This design comes from an exercise in tuning for small area, a short achievable clock period and few clock cycles per item on the open sky130 flow, not from production work. Function was checked by simulation only, so behaviour that the tests miss may differ from the original. Power and IR drop assume default switching activity.

== run a ==
## frame_encoder
module frame_encoder (
    input  wire        clk,
    input  wire        rst,           
    input  wire        cmd_valid,
    output wire        cmd_ready,
    input  wire [63:0] cmd_content_len,
    input  wire [63:0] cmd_seg_size,
    input  wire [63:0] cmd_flags,
    output reg         rsp_valid,
    output reg  [7:0]  rsp_status,
    output reg  [7:0]  rsp_cause,
    output wire [63:0] rsp_msg_len,
    input  wire        in_valid,
    output wire        in_ready,
    input  wire [7:0]  in_data,
    output wire        out_valid,
    input  wire        out_ready,
    output wire [7:0]  out_data,
    output wire        done
);
Settings: LEC_CHECK=0, CAP_MARGIN=20, CORE_MARGIN=2, CORE_UTILIZATION=55, CTS_BUF_LIST=sky130_fd_sc_hd__clkbuf_16, CTS_CLUSTER_DIAMETER=100, CTS_CLUSTER_SIZE=24, SLEW_MARGIN=20; clock period 11.0 ns.
standard.sh (not shown) runs the stock make flow with config.mk's settings and CLKGATE_MAP_FILE= SYNTH_SCRIPT=/design/flow/synth_recipe.tcl, a recipe that flattens the netlist after the stock synthesis.
==> flow/flow/run.sh <==
#!/bin/bash
# The standard ORFS layout (standard.sh, synthesis unchanged) with:
#  - repair_timing asked for extra setup slack, so gates are sized for speed;
#  - port buffers made of sky130_fd_sc_hd__buf_1 instead of the default delay-cell buffer.
# Each step's full output goes to flow_standard.log (and orfs/logs/).
set -euo pipefail
bash standard.sh SETUP_SLACK_MARGIN=7 "BUFFER_PORTS_ARGS=-buffer_cell sky130_fd_sc_hd__buf_1" finish > flow_standard.log 2>&1
Testbench counts of run a, summed over its fixed seeds: cycles 92,423, items 87,783.
Setup changes, run a to run b
--- a/flow/design.v
+++ b/flow/design.v
@@ -94,17 +94,16 @@
     localparam [3:0] S_FIN1 = 4'd2;    
     localparam [3:0] S_MADD = 4'd3;    
     localparam [3:0] S_RESP = 4'd4;    
     localparam [3:0] S_MHDR = 4'd5;    
     localparam [3:0] S_SHDR = 4'd6;    
     localparam [3:0] S_CONT = 4'd7;    
     localparam [3:0] S_SFTR = 4'd8;    
     localparam [3:0] S_MFTR = 4'd9;    
-    localparam [3:0] S_LOAD = 4'd10;   
     reg [3:0]  state;
     reg [4:0]  cnt;         
     reg [63:0] seg_size;    
     reg [63:0] x;           
     reg [63:0] rem;         
     reg [16:0] q;           
     reg [15:0] seg_num;
     reg        crc_on;
@@ -185,23 +184,20 @@
                     ((state == S_SHDR) & (cnt[3:0] == 4'd8) & x_zero & ~crc_on);
     wire [63:0] seg_crc_next, msg_crc_next;
     crc64_nvme_byte u_seg_crc (.crc_in(seg_crc), .data(ib_d), .crc_out(seg_crc_next));
     crc64_nvme_byte u_msg_crc (.crc_in(msg_crc), .data(ib_d), .crc_out(msg_crc_next));
     always @(posedge clk) begin
         if (rst) begin
             state <= S_IDLE;
         end else if (cmd_fire) begin
-            state <= S_LOAD;
+            state <= S_DIV;
+            cnt   <= 5'd0;
         end else begin
             case (state)
-                S_LOAD: begin
-                    cnt   <= 5'd0;
-                    state <= S_DIV;
-                end
                 S_DIV: begin
                     cnt <= cnt + 5'd1;
                     if (cnt == 5'd16) state <= S_FIN1;
                 end
                 S_FIN1: begin
                     cnt   <= 5'd0;
                     state <= S_MADD;
                 end
@@ -249,25 +245,23 @@
                 default: ;
             endcase
         end
     end
     always @(posedge clk) begin
         if (cmd_fire) begin
             seg_size  <= cmd_seg_size;
             x         <= cmd_content_len;
+            rem       <= {17'd0, cmd_content_len[63:17]};
+            q         <= cmd_content_len[16:0];
             crc_on    <= cmd_flags[0];
             bad_flags <= |cmd_flags[63:1];
             len_big   <= cmd_content_len[63];
         end else begin
             case (state)
-                S_LOAD: begin
-                    rem <= {17'd0, x[63:17]};
-                    q   <= x[16:0];
-                end
                 S_DIV: begin
                     s_zero <= (seg_size == 64'd0);
                     rem <= div_ge ? div_diff[63:0] : div_trial[63:0];
                     q   <= {q[15:0], div_ge};
                 end
                 S_FIN1: begin
                     q         <= {q[16] | n_inc[16], n_segs};
                     seg_num   <= n_segs;
Results
Looking at power per standard cell area across run a and run b, the one that comes out higher is run b.
Slowest cell on the critical path: sky130_fd_sc_hd__nor4_1 -> run a, sky130_fd_sc_hd__or4_4 -> run b
Per the comparison of run b with run a, via count went down about 3.5%; footprint of the multi-input gates went down; count of inserted tapcells decreased 8; count of clock-buffer cells in the layout increased 18%; core area now smaller.
Testbench counts of run b, summed over its fixed seeds: cycles 92,263, items 87,783.


Setup of old:
The RTL this note starts from:
==> flow/design.v <==
module crc64_nvme_byte (
    input  wire [63:0] crc_in,
    input  wire [7:0]  data,
    output wire [63:0] crc_out
);
    localparam [63:0] POLY_R = 64'h9A6C9329AC4BC9B5;
    reg [63:0] c;
    integer i;
    always @(*) begin
        c = crc_in ^ {56'd0, data};
        for (i = 0; i < 8; i = i + 1)
            c = c[0] ? ((c >> 1) ^ POLY_R) : (c >> 1);
    end
    assign crc_out = c;
endmodule
module frame_encoder (
    input  wire        clk,
    input  wire        rst,           
    input  wire        cmd_valid,
    output wire        cmd_ready,
    input  wire [63:0] cmd_content_len,
    input  wire [63:0] cmd_seg_size,
    input  wire [63:0] cmd_flags,
    output reg         rsp_valid,
    output reg  [7:0]  rsp_status,
    output reg  [7:0]  rsp_cause,
    output wire [63:0] rsp_msg_len,
    input  wire        in_valid,
    output wire        in_ready,
    input  wire [7:0]  in_data,
    output wire        out_valid,
    input  wire        out_ready,
    output wire [7:0]  out_data,
    output wire        done
);
    localparam [3:0] S_IDLE = 4'd0;    
    localparam [3:0] S_DIV  = 4'd1;    
    localparam [3:0] S_FIN1 = 4'd2;    
    localparam [3:0] S_MADD = 4'd3;    
    localparam [3:0] S_RESP = 4'd4;    
    localparam [3:0] S_MHDR = 4'd5;    
    localparam [3:0] S_SHDR = 4'd6;    
    localparam [3:0] S_CONT = 4'd7;    
    localparam [3:0] S_SFTR = 4'd8;    
    localparam [3:0] S_MFTR = 4'd9;    
    reg [3:0]  state;
    reg [4:0]  cnt;         
    reg [63:0] seg_size;    
    reg [63:0] x;           
    reg [63:0] rem;         
    reg [16:0] q;           
    reg [15:0] seg_num;
    reg        crc_on;
    reg        bad_flags;
    reg        len_big;
    reg        last_is_s;   
    reg [1:0]  madd_c;      
    reg        s_zero;      
    reg        early_err;   
    reg        empty;       
    reg        last_r;      
    reg        x_one_r;     
    reg [3:0]  n_prev;      
    reg [63:0] seg_crc;
    reg [63:0] msg_crc;
    reg        cmd_rdy;
    reg        active;      
    reg        ib_v, is_v, in_rdy;
    reg [7:0]  ib_d, is_d;
    reg        ob_v, ob_last, done_r;
    reg [7:0]  ob_d;
    assign cmd_ready   = cmd_rdy;
    assign in_ready    = in_rdy;
    assign out_valid   = ob_v;
    assign out_data    = ob_d;
    assign done        = done_r;
    assign rsp_msg_len = x;
    wire cmd_fire = cmd_valid & cmd_rdy;
    wire flush    = rst | cmd_fire;
    wire in_fire  = in_valid & in_rdy;
    wire [64:0] div_trial = {rem, q[16]};
    wire [65:0] div_diff  = {1'b0, div_trial} - {2'b0, seg_size};
    wire        div_ge    = ~div_diff[65];
    wire        rem_nz = |rem;
    wire [16:0] n_inc  = {1'b0, q[15:0]} + {16'd0, rem_nz};
    wire [15:0] n_segs = (n_inc[15:0] == 16'd0) ? 16'd1 : n_inc[15:0];
    wire [7:0]  a_byte = {seg_num[6:0], n_prev[3]};
    wire [7:0]  b_byte = crc_on ? {seg_num[3:0], n_prev[3:0]} : {seg_num[4:0], n_prev[3:1]};
    wire [4:0]  k_byte = (cnt[2:0] == 3'd0) ? (crc_on ? 5'd21 : 5'd13) : {3'd0, madd_c};
    wire [9:0]  x_lo_sum = {2'b0, x[7:0]} + {2'b0, a_byte} + {2'b0, b_byte} + {5'd0, k_byte};
    wire [63:0] x_rot    = {(state == S_MADD) ? x_lo_sum[7:0] : x[7:0], x[63:8]};
    wire        last_seg = last_r;
    wire [2:0]  bsel     = cnt[2:0] - 3'd1;
    wire [7:0]  x_byte   = x[7:0];
    wire        x_one    = x_one_r;
    wire        x_zero   = empty;
    wire        x_hi_z   = (x[63:2] == 62'd0);
    reg [7:0] frame_byte;
    always @(*) begin
        frame_byte = 8'h00;
        case (state)
            S_RESP: frame_byte = 8'h01;
            S_MHDR: case (cnt[3:0])
                4'd9:    frame_byte = {7'd0, crc_on};
                4'd10:   frame_byte = 8'h00;
                4'd11:   frame_byte = q[7:0];
                4'd12:   frame_byte = q[15:8];
                default: frame_byte = x_byte;
            endcase
            S_SHDR: case (cnt[3:0])
                4'd15:   frame_byte = seg_num[7:0];
                4'd0:    frame_byte = seg_num[15:8];
                default: frame_byte = x_byte;
            endcase
            S_CONT: frame_byte = ib_d;
            S_SFTR: frame_byte = ~seg_crc[bsel*8 +: 8];
            S_MFTR: frame_byte = ~msg_crc[bsel*8 +: 8];
            default: frame_byte = 8'h00;
        endcase
    end
    wire rsp_ok = ~early_err & ~x[63];
    wire can_push = ~ob_v | out_ready;
    wire streaming = (state == S_MHDR) | (state == S_SHDR) | (state == S_SFTR) |
                     (state == S_MFTR) | ((state == S_CONT) & ib_v);
    wire push     = can_push & (streaming | ((state == S_RESP) & rsp_ok));
    wire pop      = can_push & (state == S_CONT) & ib_v;
    wire msg_end  = ((state == S_MFTR) & (cnt[3:0] == 4'd8)) |
                    ((state == S_CONT) & x_one & ~crc_on & last_seg) |
                    ((state == S_SHDR) & (cnt[3:0] == 4'd8) & x_zero & ~crc_on);
    wire [63:0] seg_crc_next, msg_crc_next;
    crc64_nvme_byte u_seg_crc (.crc_in(seg_crc), .data(ib_d), .crc_out(seg_crc_next));
    crc64_nvme_byte u_msg_crc (.crc_in(msg_crc), .data(ib_d), .crc_out(msg_crc_next));
    always @(posedge clk) begin
        if (rst) begin
            state <= S_IDLE;
        end else if (cmd_fire) begin
            state <= S_DIV;
            cnt   <= 5'd0;
        end else begin
            case (state)
                S_DIV: begin
                    cnt <= cnt + 5'd1;
                    if (cnt == 5'd16) state <= S_FIN1;
                end
                S_FIN1: begin
                    cnt   <= 5'd0;
                    state <= S_MADD;
                end
                S_MADD: begin
                    cnt <= cnt + 5'd1;
                    if (cnt[2:0] == 3'd7) state <= S_RESP;
                end
                S_RESP: begin
                    cnt   <= 5'd1;
                    state <= rsp_ok ? S_MHDR : S_IDLE;
                end
                S_MHDR: if (push) begin
                    if (cnt[3:0] == 4'd12) begin
                        cnt   <= 5'd15;
                        state <= S_SHDR;
                    end else
                        cnt <= cnt + 5'd1;
                end
                S_SHDR: if (push) begin
                    if (cnt[3:0] == 4'd8) begin
                        cnt <= 5'd1;
                        if (!x_zero)     state <= S_CONT;
                        else if (crc_on) state <= S_SFTR;
                        else             state <= S_IDLE;
                    end else
                        cnt <= {1'b0, cnt[3:0] + 4'd1};
                end
                S_CONT: if (push && x_one) begin
                    cnt <= crc_on ? 5'd1 : 5'd15;
                    if (crc_on)        state <= S_SFTR;
                    else if (last_seg) state <= S_IDLE;
                    else               state <= S_SHDR;
                end
                S_SFTR: if (push) begin
                    if (cnt[3:0] == 4'd8) begin
                        cnt   <= last_seg ? 5'd1 : 5'd15;
                        state <= last_seg ? S_MFTR : S_SHDR;
                    end else
                        cnt <= cnt + 5'd1;
                end
                S_MFTR: if (push) begin
                    if (cnt[3:0] == 4'd8) state <= S_IDLE;
                    else                  cnt <= cnt + 5'd1;
                end
                default: ;
            endcase
        end
    end
    always @(posedge clk) begin
        if (cmd_fire) begin
            seg_size  <= cmd_seg_size;
            x         <= cmd_content_len;
            rem       <= {17'd0, cmd_content_len[63:17]};
            q         <= cmd_content_len[16:0];
            crc_on    <= cmd_flags[0];
            bad_flags <= |cmd_flags[63:1];
            len_big   <= cmd_content_len[63];
        end else begin
            case (state)
                S_DIV: begin
                    s_zero <= (seg_size == 64'd0);
                    rem <= div_ge ? div_diff[63:0] : div_trial[63:0];
                    q   <= {q[15:0], div_ge};
                end
                S_FIN1: begin
                    q         <= {q[16] | n_inc[16], n_segs};
                    seg_num   <= n_segs;
                    n_prev    <= 4'd0;
                    last_is_s <= ~rem_nz & (q[15:0] != 16'd0);
                    empty     <= ~rem_nz & (q[15:0] == 16'd0);
                end
                S_MADD: begin
                    x         <= x_rot;
                    madd_c    <= x_lo_sum[9:8];
                    seg_num   <= {8'd0, seg_num[15:8]};
                    n_prev    <= seg_num[7:4];
                    early_err <= s_zero | bad_flags | len_big | q[16];
                end
                S_MHDR: if (push) begin
                    if (cnt[3:0] == 4'd12) seg_num <= 16'd1;
                    if (cnt[3:0] <= 4'd8) x <= x_rot;
                end
                S_SHDR: if (push) begin
                    if (cnt[3:0] == 4'd0)
                        x <= (last_seg && !last_is_s) ? rem : seg_size;
                    else if (cnt[3:0] != 4'd15)
                        x <= x_rot;
                    if (cnt[3:0] == 4'd1)
                        x_one_r <= x_hi_z & (x[1:0] == 2'd1);
                end
                S_CONT: if (pop) begin
                    x       <= x - 64'd1;
                    x_one_r <= x_hi_z & (x[1:0] == 2'd2);
                end
                default: ;
            endcase
            last_r <= (seg_num == q[15:0]);
            if (((state == S_CONT) && push && x_one && !crc_on && !last_seg) ||
                ((state == S_SFTR) && push && cnt[3:0] == 4'd8 && !last_seg))
                seg_num <= seg_num + 16'd1;
        end
    end
    always @(posedge clk) begin
        if (state == S_MHDR)
            msg_crc <= {64{1'b1}};
        else if (pop)
            msg_crc <= msg_crc_next;
        if (state == S_SHDR)
            seg_crc <= {64{1'b1}};
        else if (pop)
            seg_crc <= seg_crc_next;
    end
    always @(posedge clk) begin
        rsp_valid <= 1'b0;
        if (rst) begin
            cmd_rdy <= 1'b1;
            done_r  <= 1'b0;
            active  <= 1'b0;
        end else begin
            if (cmd_fire) begin
                cmd_rdy <= 1'b0;
                done_r  <= 1'b0;
                active  <= 1'b0;
            end else begin
                if (ob_v && out_ready && ob_last) done_r <= 1'b1;
                if (state == S_RESP) begin
                    cmd_rdy   <= 1'b1;
                    rsp_valid <= 1'b1;
                    active    <= rsp_ok;
                    if (s_zero) begin
                        rsp_status <= 8'd4; rsp_cause <= 8'h40;
                    end else if (bad_flags) begin
                        rsp_status <= 8'd1; rsp_cause <= 8'h13;
                    end else if (len_big) begin
                        rsp_status <= 8'd4; rsp_cause <= 8'h41;
                    end else if (q[16]) begin
                        rsp_status <= 8'd4; rsp_cause <= 8'h42;
                    end else if (x[63]) begin
                        rsp_status <= 8'd4; rsp_cause <= 8'h43;
                    end else begin
                        rsp_status <= 8'd0; rsp_cause <= 8'h00;
                    end
                end
                if (push && msg_end) active <= 1'b0;
            end
        end
    end
    reg ib_v_n, is_v_n;
    always @(*) begin
        ib_v_n = ib_v;
        is_v_n = is_v;
        if (flush) begin
            ib_v_n = 1'b0;
            is_v_n = 1'b0;
        end else if (!ib_v || pop) begin
            ib_v_n = is_v | in_fire;
            is_v_n = 1'b0;
        end else if (in_fire) begin
            is_v_n = 1'b1;
        end
    end
    wire active_n = ~flush & (((state == S_RESP) & rsp_ok) |
                              (active & ~(push & msg_end)));
    always @(posedge clk) begin
        ib_v   <= ib_v_n;
        is_v   <= is_v_n;
        in_rdy <= active_n & ~is_v_n;
        if (!ib_v || pop)
            ib_d <= is_v ? is_d : in_data;
        if (in_fire && ib_v && !pop)
            is_d <= in_data;
    end
    always @(posedge clk) begin
        if (flush) begin
            ob_v <= 1'b0;
        end else if (can_push) begin
            ob_v    <= push;
            ob_d    <= frame_byte;
            ob_last <= msg_end;
        end
    end
endmodule
==> flow/config.mk <==
export PLATFORM = sky130hd
export DESIGN_NAME = frame_encoder
export DESIGN_NICKNAME = frame_encoder
export VERILOG_FILES = /design/flow/design.v
export SDC_FILE = /design/flow/constraint.sdc
export NUM_CORES = 4
export LEC_CHECK = 0
export CAP_MARGIN = 20
export CORE_MARGIN = 2
export CORE_UTILIZATION = 40
export SLEW_MARGIN = 20
==> flow/constraint.sdc <==
create_clock -name core_clock -period 11.0 [get_ports {clk}]
set_input_delay 2.2000 -clock core_clock [delete_from_list [all_inputs] [get_ports {clk}]]
set_output_delay 2.2000 -clock core_clock [all_outputs]
set_load 0.01 [all_outputs]
Scripts as last shown in full above: flow/flow/run.sh
Having completed the whole flow, old delivered a layout that passed the timing, design-rule and antenna checks.
Testbench counts of old, summed over its fixed seeds: cycles 92,263, items 87,783.
Setup changes, old to new
--- a/flow/design.v
+++ b/flow/design.v
@@ -37,4 +37,5 @@
     localparam [3:0] S_DIV  = 4'd1;    
     localparam [3:0] S_FIN1 = 4'd2;    
+    localparam [3:0] S_FIN0 = 4'd10;   
     localparam [3:0] S_MADD = 4'd3;    
     localparam [3:0] S_RESP = 4'd4;    
@@ -56,4 +57,8 @@
     reg        last_is_s;   
     reg [1:0]  madd_c;      
+    reg        madd_c2;     
+    reg [7:0]  t_byte;      
+    reg        rem_nz_r;    
+    reg        q_zero_r;    
     reg        s_zero;      
     reg        early_err;   
@@ -82,11 +87,11 @@
     wire [65:0] div_diff  = {1'b0, div_trial} - {2'b0, seg_size};
     wire        div_ge    = ~div_diff[65];
-    wire        rem_nz = |rem;
-    wire [16:0] n_inc  = {1'b0, q[15:0]} + {16'd0, rem_nz};
-    wire [15:0] n_segs = (n_inc[15:0] == 16'd0) ? 16'd1 : n_inc[15:0];
+    wire [16:0] n_inc  = {1'b0, q[15:0]} + {16'd0, rem_nz_r | q_zero_r};
+    wire [15:0] n_segs = n_inc[15:0];
     wire [7:0]  a_byte = {seg_num[6:0], n_prev[3]};
     wire [7:0]  b_byte = crc_on ? {seg_num[3:0], n_prev[3:0]} : {seg_num[4:0], n_prev[3:1]};
-    wire [4:0]  k_byte = (cnt[2:0] == 3'd0) ? (crc_on ? 5'd21 : 5'd13) : {3'd0, madd_c};
-    wire [9:0]  x_lo_sum = {2'b0, x[7:0]} + {2'b0, a_byte} + {2'b0, b_byte} + {5'd0, k_byte};
+    wire [4:0]  k_byte = (cnt[3:0] == 4'd0) ? (crc_on ? 5'd21 : 5'd13) : {3'd0, madd_c};
+    wire [9:0]  t_sum    = {2'b0, a_byte} + {2'b0, b_byte} + {5'd0, k_byte};
+    wire [8:0]  x_lo_sum = {1'b0, x[7:0]} + {1'b0, t_byte} + {8'd0, madd_c2};
     wire [63:0] x_rot    = {(state == S_MADD) ? x_lo_sum[7:0] : x[7:0], x[63:8]};
     wire        last_seg = last_r;
@@ -141,6 +146,7 @@
                 S_DIV: begin
                     cnt <= cnt + 5'd1;
-                    if (cnt == 5'd16) state <= S_FIN1;
+                    if (cnt == 5'd16) state <= S_FIN0;
                 end
+                S_FIN0: state <= S_FIN1;
                 S_FIN1: begin
                     cnt   <= 5'd0;
@@ -149,5 +155,5 @@
                 S_MADD: begin
                     cnt <= cnt + 5'd1;
-                    if (cnt[2:0] == 3'd7) state <= S_RESP;
+                    if (cnt[3:0] == 4'd8) state <= S_RESP;
                 end
                 S_RESP: begin
@@ -208,16 +214,25 @@
                     q   <= {q[15:0], div_ge};
                 end
+                S_FIN0: begin
+                    rem_nz_r  <= |rem;
+                    q_zero_r  <= (q[15:0] == 16'd0);
+                end
                 S_FIN1: begin
                     q         <= {q[16] | n_inc[16], n_segs};
                     seg_num   <= n_segs;
                     n_prev    <= 4'd0;
-                    last_is_s <= ~rem_nz & (q[15:0] != 16'd0);
-                    empty     <= ~rem_nz & (q[15:0] == 16'd0);
+                    madd_c2   <= 1'b0;
+                    last_is_s <= ~rem_nz_r & ~q_zero_r;
+                    empty     <= ~rem_nz_r & q_zero_r;
                 end
                 S_MADD: begin
-                    x         <= x_rot;
-                    madd_c    <= x_lo_sum[9:8];
+                    t_byte    <= t_sum[7:0];
+                    madd_c    <= t_sum[9:8];
                     seg_num   <= {8'd0, seg_num[15:8]};
                     n_prev    <= seg_num[7:4];
+                    if (cnt[3:0] != 4'd0) begin
+                        x       <= x_rot;
+                        madd_c2 <= x_lo_sum[8];
+                    end
                     early_err <= s_zero | bad_flags | len_big | q[16];
                 end
Findings:
Launch point of the worst path: crc_on -> old, seg_size[6] -> new
Side by side, placed standard-cell area turned out higher in new than in old.
Diff old -> new | largest voltage drop on the vdd net | down by more than 10%
[compare] base=old new=new: area after synthesis increased by about 1.8% relative to the old numbers; number of pins exceeding their max-slew limit in the final report closely matched the old numbers; relative contribution of the clock network to total power increased by 0.3 points relative to the old numbers.
Testbench counts of new, summed over its fixed seeds: cycles 92,583, items 87,783.

what the ideal ports hide:
No port has a modelled driver above. Below, the same layouts with a new extraction and two added sets of constraints.
Step 1, drivers: a clkbuf_16 drives clk and a buf_2 each remaining input, both assumed.
Step 2 moves the port delays by t, midway between the first and last clock arrival at a register: inputs arrive t later, outputs are due t later. That takes back most of the time a late clock gives input paths.
a / b / c = ideal ports / drivers / drivers and shift; a / b = the first two.
run	t (ns)	setup slack, ns	hold WS [ns]
run a	0.647	6.988 / 6.988 / 6.501	0.510 / 0.510 / 0.510
run b	0.663	6.896 / 6.896 / 6.405	0.493 / 0.493 / 0.493
old	0.680	7.004 / 6.987 / 6.492	0.509 / 0.509 / 0.509
new	0.691	7.017 / 7.017 / 6.436	0.490 / 0.490 / 0.490
After both steps every run listed still meets setup and hold. The setup slack of new, which loses most, moves by 0.000 ns with the drivers and by -0.581 ns with both steps.
